What follows belongs to an exercise in optimizing a design on an open flow for small area, a short achievable clock period and few clock cycles per item; a production flow would make more cautious choices.
RTL that was checked went through simulation tests only; none was proved equivalent to the original.

// uecp_frame_dec
module uecp_frame_dec (
    input  wire       clk,
    input  wire       rst,
    input  wire       in_valid,
    output wire       in_ready,
    input  wire [7:0] in_data,
    input  wire       in_last,
    output reg        res_valid,
    input  wire       res_ready,
    output reg  [2:0] res_status,
    output wire [9:0] res_site,
    output wire [5:0] res_enc,
    output wire [7:0] res_seq,
    output wire [7:0] res_mel,
    output wire [7:0] res_nelem
);
clock: 3.5 ns
lec_check: 0
cap_margin: 20
core_margin: 2
core_utilization: 40
setup_slack_margin: 1.85
slew_margin: 20
standard.sh (not shown) runs the stock make flow with config.mk's settings and CLKGATE_MAP_FILE= SYNTH_SCRIPT=/design/flow/synth_recipe.tcl, a recipe that flattens the netlist after the stock synthesis.
==> flow/flow/run.sh <==
#!/bin/bash
# Standard layout, with the I/O port buffers built from a small buffer cell
# instead of the delay cell buffer_ports picks on its own. Synthesis is the
# standard one (standard.sh synth), so the registers keep their names.
set -euo pipefail
bash standard.sh synth > synth.log 2>&1
bash standard.sh BUFFER_PORTS_ARGS="-buffer_cell sky130_fd_sc_hd__buf_2" finish > layout.log 2>&1
The baseline completed with no timing, DRC or antenna violations.
Edit:
--- a/flow/design.v
+++ b/flow/design.v
@@ -13,42 +13,43 @@
     output wire [7:0] res_seq,
     output wire [7:0] res_mel,
     output wire [7:0] res_nelem
 );
     localparam [2:0] ST_OK      = 3'd0;
     localparam [2:0] ST_UNKNOWN = 3'd1;
     localparam [2:0] ST_CRC     = 3'd2;
     localparam [2:0] ST_SHORT   = 3'd4;
     localparam [1:0] W_CODE  = 2'd0;   
     localparam [1:0] W_SKIPC = 2'd1;   
     localparam [1:0] W_SKIPL = 2'd2;   
     localparam [1:0] W_LEN   = 2'd3;   
-    function [5:0] lut;
+    function [6:0] lut;
         input [7:0] b;
         input       off;
         reg c01, c02, c03, c07, c0A, c13, c1A, c16, c0D, c19, c1C, c2D, c17;
         begin
             c01 = off ? (b == 8'h04) : (b == 8'h01);
             c02 = off ? (b == 8'h05) : (b == 8'h02);
             c03 = off ? (b == 8'h06) : (b == 8'h03);
             c07 = off ? (b == 8'h0A) : (b == 8'h07);
             c0A = off ? (b == 8'h0D) : (b == 8'h0A);
             c13 = off ? (b == 8'h16) : (b == 8'h13);
             c1A = off ? (b == 8'h1D) : (b == 8'h1A);
             c16 = off ? (b == 8'h19) : (b == 8'h16);
             c0D = off ? (b == 8'h10) : (b == 8'h0D);
             c19 = off ? (b == 8'h1C) : (b == 8'h19);
             c1C = off ? (b == 8'h1F) : (b == 8'h1C);
             c2D = off ? (b == 8'h30) : (b == 8'h2D);
             c17 = off ? (b == 8'h1A) : (b == 8'h17);
+            lut[6] = c16 | c19 | c1C;
             lut[5] = c2D | c17;
             lut[4] = c0A | c13 | c16;
             lut[3] = c02 | c0D;
             lut[2] = c01;
             lut[1] = c02 | c03 | c07 | c1A | c0A | c13;
             lut[0] = c03 | c07 | c1A | c16 | c19 | c1C;
         end
     endfunction
     function [15:0] crc_step;
         input [15:0] a_in;
         input [7:0]  c;
         reg   [15:0] a;
@@ -56,66 +57,65 @@
             a = {a_in[7:0], a_in[15:8]};
             a = a ^ {8'h00, c};
             a = a ^ {12'h000, a[7:4]};
             a = a ^ {a[3:0], 12'h000};
             a = a ^ {3'b000, a[7:0], 5'b00000};
             crc_step = a;
         end
     endfunction
     reg        rdy;           
     reg        first;         
     reg        esc;           
     reg  [7:0] u_r;           
-    reg  [5:0] l_r;           
-    reg        uz_r;          
+    reg  [6:0] l_r;           
+    reg        uz_r, u1_r;    
     reg        uv_r;          
     reg        end_r;         
-    reg        one_r;         
     reg        endesc_r;      
     reg        rst_r;         
     reg        pend;          
     assign in_ready = rdy;
     wire accept = in_valid && rdy;
     wire mid    = !first && !in_last;
     always @(posedge clk) begin
         if (rst) begin
             first <= 1'b1;
             esc   <= 1'b0;
         end else if (accept) begin
             first <= in_last;
             esc   <= mid && !esc && (in_data == 8'hFD);
         end
     end
     always @(posedge clk)
         rst_r <= rst;
     wire end_nx = accept && in_last;
     always @(posedge clk) begin
         if (rst) begin
             uv_r  <= 1'b0;
             end_r <= 1'b0;
-            one_r <= 1'b0;
         end else begin
             uv_r  <= accept && mid && (esc || in_data != 8'hFD);
             end_r <= end_nx;
-            one_r <= end_nx && first;
         end
     end
     always @(posedge clk) begin
         u_r      <= esc ? (in_data + 8'hFD) : in_data;
         l_r      <= lut(in_data, esc);
         uz_r     <= esc ? (in_data == 8'h03) : (in_data == 8'h00);
+        u1_r     <= esc ? (in_data == 8'h04) : (in_data == 8'h01);
         endesc_r <= esc;
     end
     wire u_go = uv_r;
     wire e_go = end_r;
+    wire       lskip1 = l_r[6];
     wire       lv     = l_r[5] || l_r[3:0] != 4'd0;    
     wire       llen   = l_r[5];
     wire       lskipl = l_r[4];
     wire [3:0] lskip  = l_r[3:0];
     reg [15:0] crc;
     reg        crc_ok;        
     reg  [2:0] ph;            
     reg        inb;           
     reg  [7:0] addr_hi, addr_lo, seq, mel;
     reg  [6:0] nelem;         
     reg  [7:0] body_rem;
     reg  [1:0] wstate;
@@ -134,31 +134,32 @@
         else if (!crc_ok)
             verdict = ST_CRC;
         else if (ph != 3'd6)
             verdict = ST_SHORT;
         else if (werr)
             verdict = ST_UNKNOWN;
         else if (wstate != W_CODE)
             verdict = ST_SHORT;
         else
             verdict = ST_OK;
     end
     wire ok  = !endesc_r && crc_ok && ph == 3'd6 && !werr && wstate == W_CODE;
-    wire put_e = e_go && !one_r;           
-    wire put_p = pend && !res_valid;       
+    wire busy  = res_valid && !res_ready;
+    wire put_e = e_go && !busy;            
+    wire put_p = pend && !busy;            
     wire clr   = (put_e && !ok) || put_p;
-    wire res_valid_nx = (res_valid && !res_ready) || put_e || put_p;
-    wire pend_nx      = (pend && res_valid) || (e_go && one_r);
+    wire res_valid_nx = busy || put_e || put_p;
+    wire pend_nx      = busy && (pend || e_go);
     wire first_nx     = accept ? in_last : first;
-    wire rdy_nx       = first_nx ? !((pend_nx && res_valid_nx) || (end_nx && first))
+    wire rdy_nx       = first_nx ? !(pend_nx || (end_nx && res_valid_nx))
                                  : !(res_valid_nx || end_nx || pend_nx);
     always @(posedge clk) begin
         if (rst) begin
             res_valid <= 1'b0;
             pend      <= 1'b0;
             rdy       <= 1'b1;
         end else begin
             res_valid <= res_valid_nx;
             pend      <= pend_nx;
             rdy       <= rdy_nx;
         end
     end
@@ -232,19 +233,19 @@
                 W_LEN: begin
                     if (!uz_r)
                         wstate <= W_SKIPC;
                     else
                         wstate <= W_CODE;
                 end
             endcase
         end
     end
     always @(posedge clk) begin
         if (b_go) begin
             case (wstate)
-                W_CODE:  begin skip <= {4'd0, lskip}; skip1 <= (lskip == 4'd1);       end
-                W_LEN:   begin skip <= u_r;           skip1 <= (u_r == 8'd1);       end
+                W_CODE:  begin skip <= {4'd0, lskip}; skip1 <= lskip1;         end
+                W_LEN:   begin skip <= u_r;           skip1 <= u1_r;           end
                 default: begin skip <= skip - 8'd1;   skip1 <= (skip == 8'd2); end
             endcase
         end
     end
 endmodule
=> Register-to-register slack hardly moves. Via count drops slightly. Worst hold slack is about the same. Clock skew drops by 0.0032 ns. Core utilization stays flat.
Testbench counts after the change, summed over its fixed seeds: cycles 39,609, frames 384.
The RTL of the first run of this note was laid out without a check of its function.

== pine ==
uecp_frame_dec, a different RTL version from the one above (not shown whole).
Size: roughly 600 cells after synthesis, about 110 flip-flops, roughly 58 I/O pins, about 5200 um2 of cells after synthesis.
## uecp_frame_dec
module uecp_frame_dec (
    input  wire       clk,
    input  wire       rst,
    input  wire       in_valid,
    output wire       in_ready,
    input  wire [7:0] in_data,
    input  wire       in_last,
    output reg        res_valid,
    input  wire       res_ready,
    output reg  [2:0] res_status,
    output wire [9:0] res_site,
    output wire [5:0] res_enc,
    output wire [7:0] res_seq,
    output wire [7:0] res_mel,
    output wire [7:0] res_nelem
);
export LEC_CHECK = 0
export CAP_MARGIN = 20
export CORE_MARGIN = 2
export CORE_UTILIZATION = 40
export SETUP_SLACK_MARGIN = 1.8
export SLEW_MARGIN = 20
create_clock -name core_clock -period 3.5 [get_ports {clk}]
Scripts as last shown in full above: flow/flow/run.sh
Here is what was changed in the inputs of maple compared with pine.
--- a/flow/design.v
+++ b/flow/design.v
@@ -16,51 +16,44 @@
 );
     localparam [2:0] ST_OK      = 3'd0;
     localparam [2:0] ST_UNKNOWN = 3'd1;
     localparam [2:0] ST_CRC     = 3'd2;
     localparam [2:0] ST_SHORT   = 3'd4;
     localparam [1:0] W_CODE  = 2'd0;   
     localparam [1:0] W_SKIPC = 2'd1;   
     localparam [1:0] W_SKIPL = 2'd2;   
     localparam [1:0] W_LEN   = 2'd3;   
-    function [2:0] lut;
+    function [6:0] lut;
         input [7:0] b;
         input       off;
         reg c01, c02, c03, c07, c0A, c13, c1A, c16, c0D, c19, c1C, c2D, c17;
         begin
             c01 = off ? (b == 8'h04) : (b == 8'h01);
             c02 = off ? (b == 8'h05) : (b == 8'h02);
             c03 = off ? (b == 8'h06) : (b == 8'h03);
             c07 = off ? (b == 8'h0A) : (b == 8'h07);
             c0A = off ? (b == 8'h0D) : (b == 8'h0A);
             c13 = off ? (b == 8'h16) : (b == 8'h13);
             c1A = off ? (b == 8'h1D) : (b == 8'h1A);
             c16 = off ? (b == 8'h19) : (b == 8'h16);
             c0D = off ? (b == 8'h10) : (b == 8'h0D);
             c19 = off ? (b == 8'h1C) : (b == 8'h19);
             c1C = off ? (b == 8'h1F) : (b == 8'h1C);
             c2D = off ? (b == 8'h30) : (b == 8'h2D);
             c17 = off ? (b == 8'h1A) : (b == 8'h17);
-            lut[2] = c01 | c02 | c03 | c07 | c0A | c13 | c1A | c16 | c0D |
+            lut[6] = c01 | c02 | c03 | c07 | c0A | c13 | c1A | c16 | c0D |
                      c19 | c1C | c2D | c17;
-            lut[1] = c2D | c17;
-            lut[0] = c0A | c13 | c16;
-        end
-    endfunction
-    function [3:0] lskip_of;
-        input [7:0] b;
-        begin
-            lskip_of = {b == 8'h02 || b == 8'h0D,
-                        b == 8'h01,
-                        b == 8'h02 || b == 8'h03 || b == 8'h07 || b == 8'h1A ||
-                        b == 8'h0A || b == 8'h13,
-                        b == 8'h03 || b == 8'h07 || b == 8'h1A || b == 8'h16 ||
-                        b == 8'h19 || b == 8'h1C};
+            lut[5] = c2D | c17;
+            lut[4] = c0A | c13 | c16;
+            lut[3] = c02 | c0D;
+            lut[2] = c01;
+            lut[1] = c02 | c03 | c07 | c1A | c0A | c13;
+            lut[0] = c03 | c07 | c1A | c16 | c19 | c1C;
         end
     endfunction
     function [15:0] crc_step;
         input [15:0] a_in;
         input [7:0]  c;
         reg   [15:0] a;
         begin
             a = {a_in[7:0], a_in[15:8]};
             a = a ^ {8'h00, c};
@@ -68,19 +61,19 @@
             a = a ^ {a[3:0], 12'h000};
             a = a ^ {3'b000, a[7:0], 5'b00000};
             crc_step = a;
         end
     endfunction
     reg        rdy;           
     reg        first;         
     reg        esc;           
     reg  [7:0] u_r;           
-    reg  [2:0] l_r;           
+    reg  [6:0] l_r;           
     reg        uz_r;          
     reg        uv_r;          
     reg        end_r;         
     reg        rst_r;         
     reg        u_go, e_go;    
     assign in_ready = rdy;
     wire accept = in_valid && rdy;
     wire mid    = !first && !in_last;
     always @(posedge clk) begin
@@ -112,37 +105,38 @@
         end
     end
     always @(posedge clk) begin
         if (rdy) begin
             u_r      <= esc ? (in_data + 8'hFD) : in_data;
             l_r      <= lut(in_data, esc);
             uz_r     <= esc ? (in_data == 8'h03) : (in_data == 8'h00);
         end
     end
-    wire       lv     = l_r[2];
-    wire       llen   = l_r[1];
-    wire       lskipl = l_r[0];
-    wire [3:0] lskip  = lskip_of(u_r);
+    wire       lv     = l_r[6];
+    wire       llen   = l_r[5];
+    wire       lskipl = l_r[4];
+    wire [3:0] lskip  = l_r[3:0];
     reg [15:0] crc;
     reg        crc_ok;        
     reg  [2:0] ph;            
     reg        inb;           
-    reg  [7:0] addr_hi, addr_lo, seq, mel, nelem;
+    reg  [7:0] addr_hi, addr_lo, seq, mel;
+    reg  [6:0] nelem;         
     reg  [7:0] body_rem;
     reg  [1:0] wstate;
     reg        werr;
     reg  [7:0] skip;
     reg        skip1;         
     assign res_site  = {addr_hi, addr_lo[7:6]};
     assign res_enc   = addr_lo[5:0];
     assign res_seq   = seq;
     assign res_mel   = mel;
-    assign res_nelem = nelem;
+    assign res_nelem = {1'b0, nelem};
     reg [2:0] verdict;
     always @(*) begin
         if (esc || ph < 3'd2)
             verdict = ST_SHORT;
         else if (!crc_ok)
             verdict = ST_CRC;
         else if (ph != 3'd6)
             verdict = ST_SHORT;
         else if (werr)
@@ -205,21 +199,21 @@
             addr_hi <= addr_lo;
             addr_lo <= seq;
             seq     <= mel;
             mel     <= u_r;
         end
     end
     wire b_go = u_go && inb && !werr;
     always @(posedge clk) begin
         if (clr || (u_go && ph == 3'd3))
-            nelem <= 8'd0;
+            nelem <= 7'd0;
         else if (b_go && wstate == W_CODE && lv)
-            nelem <= nelem + 8'd1;
+            nelem <= nelem + 7'd1;
     end
     always @(posedge clk) begin
         if (rst_r || e_go) begin
             wstate <= W_CODE;
             werr   <= 1'b0;
         end else if (b_go) begin
             case (wstate)
                 W_CODE: begin
                     if (!lv)
==> notes.md <==
For share of the final layout cell area in sequential cells, pine and maple come out practically identical.
Across both runs, number of combinational gates with multiple inputs was lower for maple than for pine.
| last weighted congestion value of the routability-driven placer | pine vs maple | ≈ equal |
Side by side, non-clock buffer count turned out higher in maple than in pine.
Relative to pine, overall die area has increased by about 1.7% in maple.
Final worst-path setup slack: maple better than pine
Against pine, maple reports a register bit count reported by yosys that is higher.
maple reports a lower clock-buffer cell count than pine does.
Where wire length is concerned, pine is better than maple.
Function was not checked in any run of this note: the RTL went through the layout flow alone.

==> static timing again, ports no longer ideal <==
In the flow no input, the clock included, has a driving cell. The finished layouts below were timed again as built, in two steps. Step 1, drivers: a clkbuf_16 drives clk and a buf_2 each remaining input, both assumed. Step 2, shift: input delay + t, output delay - t, t = (earliest + latest rising clock arrival at the registers) / 2. This alone moves slack from input paths to output paths. Slacks: ideal ports / drivers / drivers and shift; pairs: ideal ports / drivers.
run | shift t [ns] | setup slack, ns | worst setup path at the end | cell pins on the clock port's net
the first run of note 1 | 0.385 | 1.891 / 1.861 / 1.524 | input to register | 1
the second run of note 1 | 0.386 | 1.901 / 1.881 / 1.566 | input to register | 1
pine | 0.383 | 1.719 / 1.700 / 1.318 | input to register | 1
maple | 0.388 | 1.767 / 1.766 / 1.378 | input to register | 1
After both steps every run listed still meets setup and hold. The setup slack of pine, which loses most, moves by -0.019 ns with the drivers and by -0.401 ns with both steps.
